This is an optimization exercise on Yosys and OpenROAD, whose aim is small area, a short achievable clock period and few clock cycles per item, not a production implementation.
Only simulation tests tie the RTL to the original design; equivalence was not proved.
Power and IR drop assume default switching activity.

Design mc10_fsk_runs, start of the top module:
module mc10_fsk_runs (
    input  wire        clk,
    input  wire        rst,
    input  wire        in_valid,
    input  wire [15:0] in_sample,
    input  wire        in_last,
    output wire        in_ready,
    output reg         run_valid,
    output wire [19:0] run_len,
    output reg         done_valid,
    output reg         done_trunc,
    output wire [19:0] done_trunc_idx,
    output wire [19:0] done_count,
    output wire        done_nosig
);
Size: about 9400 cells after synthesis, ~99000 sq um of cells after synthesis.
Settings: LEC_CHECK=0, ABC_AREA=1, CAP_MARGIN=60, CORE_MARGIN=2, CORE_UTILIZATION=50, CTS_CLUSTER_DIAMETER=100, CTS_CLUSTER_SIZE=22, SETUP_SLACK_MARGIN=5, SLEW_MARGIN=60; clock period 12.0 ns.
run.sh (not shown) runs the stock make flow with config.mk's settings and CLKGATE_MAP_FILE= SYNTH_SCRIPT=/design/flow/synth_recipe.tcl, a recipe that flattens the netlist after the stock synthesis.
Testbench counts at the start, summed over its fixed seeds: cycles 239,378, samples 234,355.
Change:
--- a/flow/design.v
+++ b/flow/design.v
@@ -93,14 +93,15 @@
     reg        bdly;              
     reg        nosig_r;
     reg        scv;               
     reg [15:0] scs;
     reg        scl;
     reg        scan_on;           
-    assign run_len        = run;
-    assign done_trunc_idx = run;
+    reg [19:0] outr;
+    assign run_len        = outr;
+    assign done_trunc_idx = outr;
     assign done_count     = count;
     assign done_nosig     = nosig_r;
     wire [15:0] t59   = tv[59*16 +: 16];
     wire [15:0] old_s = t59;
     reg         rn_ok;            
     reg         adv_ok;           
@@ -302,14 +303,14 @@
     wire signed [21:0] t58y  = nvt_h ? {{6{t58[15]}}, t58} : 22'sd0;
     wire signed [15:0] ls1v  = ls1;
     wire signed [15:0] ls0v  = ls0;
     wire signed [21:0] rn_a  = Rn + {{6{ls1v[15]}}, ls1v} - t58x;
     wire signed [21:0] rn_h  = R  + {{6{ls0v[15]}}, ls0v} - t58y;
     wire signed [22:0] Rnx   = {Rn[21], Rn};
-    wire gtA0 = A < m0;
-    wire gtA1 = A < m1;
+    wire gtA0 = ~ltA0 & (m0 != A);
+    wire gtA1 = ~ltA1 & (m1 != A);
     wire gtA2 = A < m2;
     wire gtA3 = A < m3;
     wire ltA0 = m0 < A;
     wire ltA1 = m1 < A;
     wire signed [24:0] h64 = {{3{hsv[15]}}, hsv, 6'd0};
     wire signed [24:0] h4  = {{7{hsv[15]}}, hsv, 2'd0};
@@ -518,15 +519,17 @@
             fmax <= f_inc ? f_in : 16'sh8000;
             fmin <= f_inc ? f_in : 16'sh7fff;
         end else if (f_inc) begin
             if (f_in > fmax) fmax <= f_in;
             if (f_in < fmin) fmin <= f_in;
         end
-        if (state == S_TRUNC) begin
-            run <= idx - run;
-        end else if (tnew || anchor_ev || state == S_DONE) begin
+        if (report)
+            outr <= run;
+        else if (state == S_TRUNC)
+            outr <= idx - run;
+        if (tnew || anchor_ev || state == S_DONE) begin
             run    <= adv_h ? 20'd1 : 20'd0;
             run_nz <= adv_h;
         end else if (adv_h) begin
             run    <= run + 20'd1;
             run_nz <= 1'b1;
         end
Sequential power hardly moves; wire length decreases by about 6%; via count goes up by about 0.6%; core utilization is lower by 0.34 points; clock-buffer cell count falls by 9; total power goes down by about 0.8%; setup slack got worse by 0.013 ns.
Testbench counts after the change, summed over its fixed seeds: cycles 239,378, samples 234,355.

* * *

RTL: one of the versions met above, not the one the previous note started from.
Size in the first run: ~9600 cells after synthesis, ~2400 flip-flops, roughly 85 I/O pins.
clock: 12.0 ns
lec_check: 0
abc_area: 1
cap_margin: 60
core_margin: 2
core_utilization: 60
cts_cluster_diameter: 100
cts_cluster_size: 22
setup_slack_margin: 5
slew_margin: 60
Testbench counts at the start, summed over its fixed seeds: cycles 239,378, samples 234,355.
Edit:
--- a/flow/design.v
+++ b/flow/design.v
@@ -55,16 +55,17 @@
     end
     wire [15:0] rd_s = fmem[raddr];
     wire        rd_l = (lpv0 & (lpos0 == raddr)) | (lpv1 & (lpos1 == raddr));
     wire [16:0] rd = {rd_l, rd_s};
     reg [4:0]  state;
     reg        ret_low;           
     reg        hv;                
     reg [15:0] hs;
+    reg [19:0] hx;                
     reg        hl;
     reg [3:0]  lv;                
     reg [15:0] ls0, ls1, ls2, ls3;    
     reg [19:0] lx0, lx1, lx2, lx3;    
     reg        ll0, ll1, ll2, ll3;    
     reg [60*16-1:0] tv;           
     reg [5:0]  rofs;              
     reg        rot_st;            
@@ -285,17 +286,17 @@
     wire [3:0] fsel;
     assign fsel[0] = hv & ~lv_s[0];
     assign fsel[1] = hv & ~lv_s[1] & lv_s[0];
     assign fsel[2] = hv & ~lv_s[2] & lv_s[1];
     assign fsel[3] = hv & ~lv_s[3] & lv_s[2];
     wire       take_h = |fsel;
     wire       fne    = (fcnt != 0);
     wire       hload  = fne & (~hv | take_h);
-    wire [19:0] hx    = {hs, 4'd0} - {{4{hs[15]}}, hs};
+    wire [19:0] rdx   = {rd_s, 4'd0} - {{4{rd_s[15]}}, rd_s};
     wire signed [15:0] hsv = hs;
     wire signed [22:0] mh  = {hx[19], hx, 2'b00};
     wire [15:0] t58   = tv[58*16 +: 16];
     wire        nvt_a = nvt59;
     wire        nvt_h = nvt60;
     wire signed [15:0] src_a = lv[1] ? ls1 : hs;
     wire signed [15:0] src_h = lv[0] ? ls0 : hs;
     wire signed [16:0] t58e  = {t58[15], t58};
@@ -307,29 +308,24 @@
     wire signed [21:0] rn_h  = R  + {{6{ls0v[15]}}, ls0v} - t58y;
     wire signed [22:0] Rnx   = {Rn[21], Rn};
     wire gtA0 = ~ltA0 & (m0 != A);
     wire gtA1 = ~ltA1 & (m1 != A);
     wire gtA2 = A < m2;
     wire gtA3 = A < m3;
     wire ltA0 = m0 < A;
     wire ltA1 = m1 < A;
-    wire signed [24:0] h64 = {{3{hsv[15]}}, hsv, 6'd0};
-    wire signed [24:0] h4  = {{7{hsv[15]}}, hsv, 2'd0};
-    wire signed [24:0] qha = {{2{A[22]}}, A} - h64 + h4;
-    wire signed [24:0] qhr = {{3{R[21]}}, R} - h64 + h4;
-    wire gtHA = qha[24];
-    wire gtHR = qhr[24];
+    wire gtHA = A < mh;
+    wire gtHR = Rx < mh;
     wire ltB0 = m0 < B;
     wire ltB1 = m1 < B;
     wire gtRn0 = Rnx < m1;
     wire gtRn1 = Rnx < m2;
     wire gtRn2 = Rnx < m3;
-    wire signed [24:0] q3 = {{3{Rn[21]}}, Rn} - h64 + h4;
-    wire gtRn3 = q3[24];
+    wire gtRn3 = Rnx < mh;
     wire a_to_r = tnew & since_full;
     wire b_ld   = !bvalid && !bdly && (state == S_HIGH || state == S_LOW || state == S_TSTART);
     wire b_chg  = (state == S_D2) | (state == S_BC2) | b_ld;
     wire [3:0] srcH = adv ? {1'b1, ~lv[3:1]} : ~lv;
     wire [3:0] gtA_sh = {1'b0, gtA3, gtA2, gtA1};
     wire [3:0] gtA_ho = {gtA3, gtA2, gtA1, gtA0};
     wire [3:0] fr_sh  = {1'b0, fr[3:1]};
     wire [3:0] gtRn   = {1'b0, gtRn2, gtRn1, gtRn0};
@@ -444,17 +440,17 @@
             end else if (!bvalid) begin
                 bvalid <= 1'b1;
             end
             if (state == S_LOW && (nstate == S_ROT || nstate == S_BC1))
                 ret_low <= 1'b1;
             else if (state == S_SCEND)
                 ret_low <= 1'b0;
         end
-        if (hload) begin hs <= rd[15:0]; hl <= rd[16]; end
+        if (hload) begin hs <= rd[15:0]; hx <= rdx; hl <= rd[16]; end
         if (adv | fill[0]) begin
             if (lv[1]) begin ls0 <= ls1; lx0 <= lx1; ll0 <= ll1; end
             else       begin ls0 <= hs;  lx0 <= hx;  ll0 <= hl;  end
         end
         if (adv | fill[1]) begin
             if (lv[2]) begin ls1 <= ls2; lx1 <= lx2; ll1 <= ll2; end
             else       begin ls1 <= hs;  lx1 <= hx;  ll1 <= hl;  end
         end
The new run passed the timing, design-rule and antenna checks. Wire length drops by 3.8%. Count of clock-buffer cells in the layout went down by 1. Via count is lower by 2.5%. Cell area drops by 1.5%. Utilization is lower by 0.18 points.
Testbench counts after the change, summed over its fixed seeds: cycles 239,378, samples 234,355.

==> afterwards: timing with drivers on the ports <==
Ports are ideal in the flow. The routed layouts listed here were re-timed in OpenROAD. Step 1: set_driving_cell puts a clkbuf_16 on clk and a buf_2 on each other input, an assumption about the parent block. Step 2 adds t to the input delays and takes it off the output delays; t is the mean of the earliest and latest rising clock arrival at the registers after step 1. Input paths then give back, and output paths get back, about the clock's delay inside the block. a / b / c = ideal / step 1 / step 2; a / b = the first two.
run	t (ns)	setup slack, ns	slew at the worst register clock pin (ns)
the first run of note 1	0.927	7.589 / 7.503 / 7.713	0.10 / 0.10
the second run of note 1	0.911	7.576 / 7.489 / 7.848	0.10 / 0.10
the first run of note 2	0.897	7.720 / 7.636 / 8.119	0.10 / 0.10
the second run of note 2	0.919	6.627 / 6.627 / 6.627	0.11 / 0.11
After both steps setup and hold are still met in every run listed.
